This is an optimization exercise on Yosys and OpenROAD, whose aim is small area, not a production implementation.
Function was checked by simulation only, so behaviour that the tests miss may differ from the original.
No activity file was given, so power comes from the tool's default toggle rates.

==> run a: inputs <==
==> flow/design.v <==
module kstc_crc32c_step #(
    parameter [31:0] POLY = 32'h82F63B78
) (
    input  wire [31:0] crc_in,
    input  wire [7:0]  data,
    output reg  [31:0] crc_out
);
    integer i;
    always @* begin
        crc_out = crc_in ^ {24'd0, data};
        for (i = 0; i < 8; i = i + 1)
            crc_out = crc_out[0] ? ((crc_out >> 1) ^ POLY) : (crc_out >> 1);
    end
endmodule
module kstc_rx #(
    parameter MAX_PAYLOAD = 64
) (
    input  wire                     clk,
    input  wire                     rst,
    input  wire                     in_valid,
    input  wire [7:0]               in_byte,
    output reg                      out_valid,
    output wire [7:0]               out_pri,
    output wire [15:0]              out_src,
    output wire [15:0]              out_dst,
    output wire [15:0]              out_dspec,
    output wire [63:0]              out_tid,
    output wire [6:0]               out_len,
    output wire [8*MAX_PAYLOAD-1:0] out_payload
);
    localparam [7:0]  DELIM       = 8'h9E;
    localparam [7:0]  ESC         = 8'h8E;
    localparam [31:0] CRC_INIT    = 32'hFFFFFFFF;
    localparam [31:0] CRC_RESIDUE = 32'hB798B438;
    reg        in_frame;    
    reg        fresh;       
    reg        unesc;       
    reg [6:0]  cnt;         
    reg [31:0] crc;
    reg [8*24-1:8]          hdr;       
    reg [8*MAX_PAYLOAD-1:0] buffer;    
    wire [7:0]  eff = unesc ? ~in_byte : in_byte;
    wire [31:0] crc_next;
    kstc_crc32c_step u_crc (
        .crc_in  (crc),
        .data    (eff),
        .crc_out (crc_next)
    );
    wire is_delim = (in_byte == DELIM);
    wire is_esc   = (in_byte == ESC);
    wire data     = in_valid && !is_delim && !is_esc;
    wire at_hdr_end = !fresh && (cnt == 7'd123);             
    wire at_ovf     = cnt[6] && !cnt[5] && !cnt[4];          
    wire len_ok     = !cnt[6] || at_ovf;                     
    reg bad_data;
    always @* begin
        bad_data = 1'b0;
        if (fresh && eff != 8'h00)
            bad_data = 1'b1;                                 
        if (!fresh && cnt >= 7'd116 && cnt <= 7'd118 && eff != 8'h00)
            bad_data = 1'b1;                                 
        if (!fresh && cnt == 7'd119 && eff != 8'h80)
            bad_data = 1'b1;
        if (at_hdr_end && crc_next != CRC_RESIDUE)
            bad_data = 1'b1;                                 
        if (!fresh && at_ovf)
            bad_data = 1'b1;                                 
    end
    wire take_delim = in_valid && is_delim;
    wire emit = take_delim && in_frame && !fresh && len_ok && (crc == CRC_RESIDUE);
    always @(posedge clk) begin
        if (rst)
            in_frame <= 1'b0;
        else if (take_delim)
            in_frame <= 1'b1;
        else if (in_valid && is_esc && unesc)
            in_frame <= 1'b0;                                
        else if (data && bad_data)
            in_frame <= 1'b0;
    end
    always @(posedge clk) begin
        if (in_valid)
            unesc <= is_esc;
        if (take_delim)
            fresh <= 1'b1;
        else if (data)
            fresh <= 1'b0;
        if (data)
            cnt <= fresh ? 7'd93 : cnt + 7'd1;
        if (take_delim || (data && at_hdr_end))
            crc <= CRC_INIT;
        else if (data)
            crc <= crc_next;
    end
    always @(posedge clk) begin
        if (rst)
            out_valid <= 1'b0;
        else
            out_valid <= emit;
    end
    wire [23:1]            hdr_we;
    wire [MAX_PAYLOAD-1:0] buf_we;
    genvar g;
    generate
        for (g = 1; g <= 23; g = g + 1) begin : g_hdr
            if (g <= 7 || g >= 16) begin : g_used
                localparam [6:0] P = g - 36 + 128;
                wire keep = (cnt[6:3] != P[6:3]) || (cnt[2:0] != P[2:0]);
                assign hdr_we[g] = (cnt == P);
                always @(posedge clk)
                    hdr[8*g +: 8] <= ({8{keep}} | eff) & (hdr[8*g +: 8] | {8{hdr_we[g]}});
            end else begin : g_unused
                assign hdr_we[g] = 1'b0;
            end
        end
        for (g = 0; g < MAX_PAYLOAD; g = g + 1) begin : g_buf
            localparam [6:0] P = (g - 4 + 128) % 128;
            wire keep = (cnt[6:3] != P[6:3]) || (cnt[2:0] != P[2:0]);
            assign buf_we[g] = (cnt == P);
            always @(posedge clk)
                buffer[8*g +: 8] <= ({8{keep}} | eff) & (buffer[8*g +: 8] | {8{buf_we[g]}});
        end
    endgenerate
    assign out_pri     = hdr[15:8];
    assign out_src     = hdr[31:16];
    assign out_dst     = hdr[47:32];
    assign out_dspec   = hdr[63:48];
    assign out_tid     = hdr[191:128];
    assign out_len     = cnt;
    assign out_payload = buffer;
endmodule
==> flow/flow/run.sh <==
#!/bin/bash
# Standard ORFS layout (the standard.sh) with these changes:
# - synthesis is the standard flow's synthesis script with only the ABC mapping script
#   replaced by flow/area.abc (area-oriented mapping); flip-flop mapping,
#   flattening and renaming are unchanged;
# - flow/extra.mk is added to config.mk: smallest buffer cell for the port
#   buffers, and CTS with smaller clock buffers and no dummy loads.
set -euo pipefail
W=$PWD
cat flow/extra.mk >> config.mk
sed '/source \$::env(SCRIPTS_DIR)\/synth_preamble.tcl/a set abc_args [lreplace $abc_args 1 1 '"$W"'/flow/area.abc]' \
    "$FLOW_HOME/scripts/synth.tcl" > flow_synth.tcl
grep -q 'flow/area.abc' flow_synth.tcl
sed "s#source \$::env(SCRIPTS_DIR)/synth.tcl#source $W/flow_synth.tcl#" synth_recipe.tcl > flow_synth_recipe.tcl
grep -q 'flow_synth.tcl' flow_synth_recipe.tcl
bash standard.sh synth SYNTH_SCRIPT="$W/flow_synth_recipe.tcl" > synth_make.log 2>&1
bash standard.sh > standard_make.log 2>&1
==> flow/flow/area.abc <==
strash
&get -n
&fraig -x
&put
scorr
dc2
dch
amap
topo
==> flow/flow/extra.mk <==
export BUFFER_PORTS_ARGS = -buffer_cell sky130_fd_sc_hd__buf_1
export CTS_ARGS = -sink_clustering_enable -repair_clock_nets -dont_use_dummy_load -buf_list {sky130_fd_sc_hd__clkbuf_8} -sink_clustering_size 20 -sink_clustering_max_diameter 50
export REMOVE_ABC_BUFFERS = 1
==> flow/standard.sh <==
#!/bin/bash
# synth_recipe.tcl (not shown) runs the flow's synth.tcl, then flattens the netlist and writes it again
# the make line also repeats each setting of config.mk as NAME=value (left out here)
make -C /OpenROAD-flow-scripts/flow DESIGN_CONFIG=/design/flow/config.mk WORK_HOME=/design/flow/orfs CLKGATE_MAP_FILE= SYNTH_SCRIPT=/design/flow/synth_recipe.tcl "${@:-finish}"
==> flow/config.mk <==
export PLATFORM = sky130hd
export DESIGN_NAME = kstc_rx
export DESIGN_NICKNAME = kstc_rx
export VERILOG_FILES = /design/flow/design.v
export SDC_FILE = /design/flow/constraint.sdc
export NUM_CORES = 4
export LEC_CHECK = 0
export CAP_MARGIN = 0
export CORE_MARGIN = 2
export CORE_UTILIZATION = 46
export SLEW_MARGIN = 0
export BUFFER_PORTS_ARGS = -buffer_cell sky130_fd_sc_hd__buf_1
export CTS_ARGS = -sink_clustering_enable -repair_clock_nets -dont_use_dummy_load -buf_list {sky130_fd_sc_hd__clkbuf_8} -sink_clustering_size 20 -sink_clustering_max_diameter 50
export REMOVE_ABC_BUFFERS = 1
==> flow/constraint.sdc <==
create_clock -name core_clock -period 5.0 [get_ports {clk}]
set_input_delay 1.0000 -clock core_clock [delete_from_list [all_inputs] [get_ports {clk}]]
set_output_delay 1.0000 -clock core_clock [all_outputs]
set_load 0.01 [all_outputs]
==> inputs of run b, as changes to run a <==
--- a/flow/design.v
+++ b/flow/design.v
@@ -100,25 +100,11 @@
     end
-    wire [23:1]            hdr_we;
-    wire [MAX_PAYLOAD-1:0] buf_we;
-    genvar g;
-    generate
-        for (g = 1; g <= 23; g = g + 1) begin : g_hdr
-            if (g <= 7 || g >= 16) begin : g_used
-                localparam [6:0] P = g - 36 + 128;
-                wire keep = (cnt[6:3] != P[6:3]) || (cnt[2:0] != P[2:0]);
-                assign hdr_we[g] = (cnt == P);
-                always @(posedge clk)
-                    hdr[8*g +: 8] <= ({8{keep}} | eff) & (hdr[8*g +: 8] | {8{hdr_we[g]}});
-            end else begin : g_unused
-                assign hdr_we[g] = 1'b0;
-            end
-        end
-        for (g = 0; g < MAX_PAYLOAD; g = g + 1) begin : g_buf
-            localparam [6:0] P = (g - 4 + 128) % 128;
-            wire keep = (cnt[6:3] != P[6:3]) || (cnt[2:0] != P[2:0]);
-            assign buf_we[g] = (cnt == P);
-            always @(posedge clk)
-                buffer[8*g +: 8] <= ({8{keep}} | eff) & (buffer[8*g +: 8] | {8{buf_we[g]}});
-        end
-    endgenerate
+    integer k;
+    always @(posedge clk) begin
+        for (k = 1; k <= 23; k = k + 1)
+            if ((k <= 7 || k >= 16) && cnt == k - 36 + 128)
+                hdr[8*k +: 8] <= eff;
+        for (k = 0; k < MAX_PAYLOAD; k = k + 1)
+            if (cnt == ((k - 4 + 128) % 128))
+                buffer[8*k +: 8] <= eff;
+    end
     assign out_pri     = hdr[15:8];
==> flow/run.sh (new file) <==
#!/bin/bash
# synth_recipe.tcl (not shown) runs the flow's synth.tcl, then flattens the netlist and writes it again
# the make line also repeats each setting of config.mk as NAME=value (left out here)
make -C /OpenROAD-flow-scripts/flow DESIGN_CONFIG=/design/flow/config.mk WORK_HOME=/design/flow/orfs CLKGATE_MAP_FILE= SYNTH_SCRIPT=/design/flow/synth_recipe.tcl finish
- BUFFER_PORTS_ARGS: -buffer_cell sky130_fd_sc_hd__buf_1 -> unset
- CAP_MARGIN: 0 -> 20
- CORE_UTILIZATION: 46 -> 40
- CTS_ARGS: -sink_clustering_enable -repair_clock_nets -dont_use_dummy_load -buf_list {sky130_fd_sc_hd__clkbuf_8} -sink_clustering_size 20 -sink_clustering_max_diameter 50 -> unset
- REMOVE_ABC_BUFFERS: 1 -> unset
- SLEW_MARGIN: 0 -> 20
removed: flow/flow/run.sh
removed: flow/flow/area.abc
removed: flow/flow/extra.mk
removed: flow/standard.sh
==> qor summary <==
Finished Core Util: run b 0.5820; run a 0.5624
Average cell area after synthesis: run b 20.99 um2; run a 9.585 um2
Non-clock inverter count in the final layout: run b 5; run a 73
Number of enable flip-flop cells after synthesis: run b 640; run a 8
Result of the run: run b no timing/DRC/antenna violations; run a no timing/DRC/antenna violations
Simple-gate area share of the yosys netlist: run b 0.04443; run a 0.1301
Final layout net count: run b 1824; run a 3037
Sequential cell area share: run b 0.6070; run a 0.5225
Routability congestion estimate from global placement: run b 0.8787; run a 1.010
Sequential power share: run b 0.411; run a 0.478
Yosys top cell by area: run b sky130_fd_sc_hd__edfxtp_1; run a sky130_fd_sc_hd__dfxtp_1
Worst hold start: run b crc[28]; run a hdr[29]
Area of combinational cells with multiple inputs: run b 2913 um2; run a 7647 um2
Global routing met1 resource utilization: run b 0.3106; run a 0.4025
Initial Utilization: run b 0.4050; run a 0.4635
Fraction of area in non-clock buffers: run b 0.2061; run a 0.1169

port drivers added, routing unchanged:
Ports are ideal in the flow. The routed layouts listed here were re-timed in OpenROAD. Step 1: set_driving_cell puts a clkbuf_16 on clk and a buf_2 on each other input, an assumption about the parent block. Step 2 times the ports against the registers' clock, not the clock port: input delays grow and output delays shrink by t, the midpoint of the rising clock arrivals with the driver on. Three values: no drivers, after step 1, after step 2; two values: the first two.
run | t, ns | setup slack, ns | worst register clock-pin slew, ns
run a | 0.709 | 0.549 / 0.549 / -0.025 | 0.12 / 0.12
run b | 0.651 | 1.306 / 1.320 / 0.690 | 0.06 / 0.06
With both steps, setup timing fails in run a, where it was met with ideal ports. For run b, which loses most, drivers alone change the setup slack by +0.014 ns; drivers and shift together by -0.616 ns.
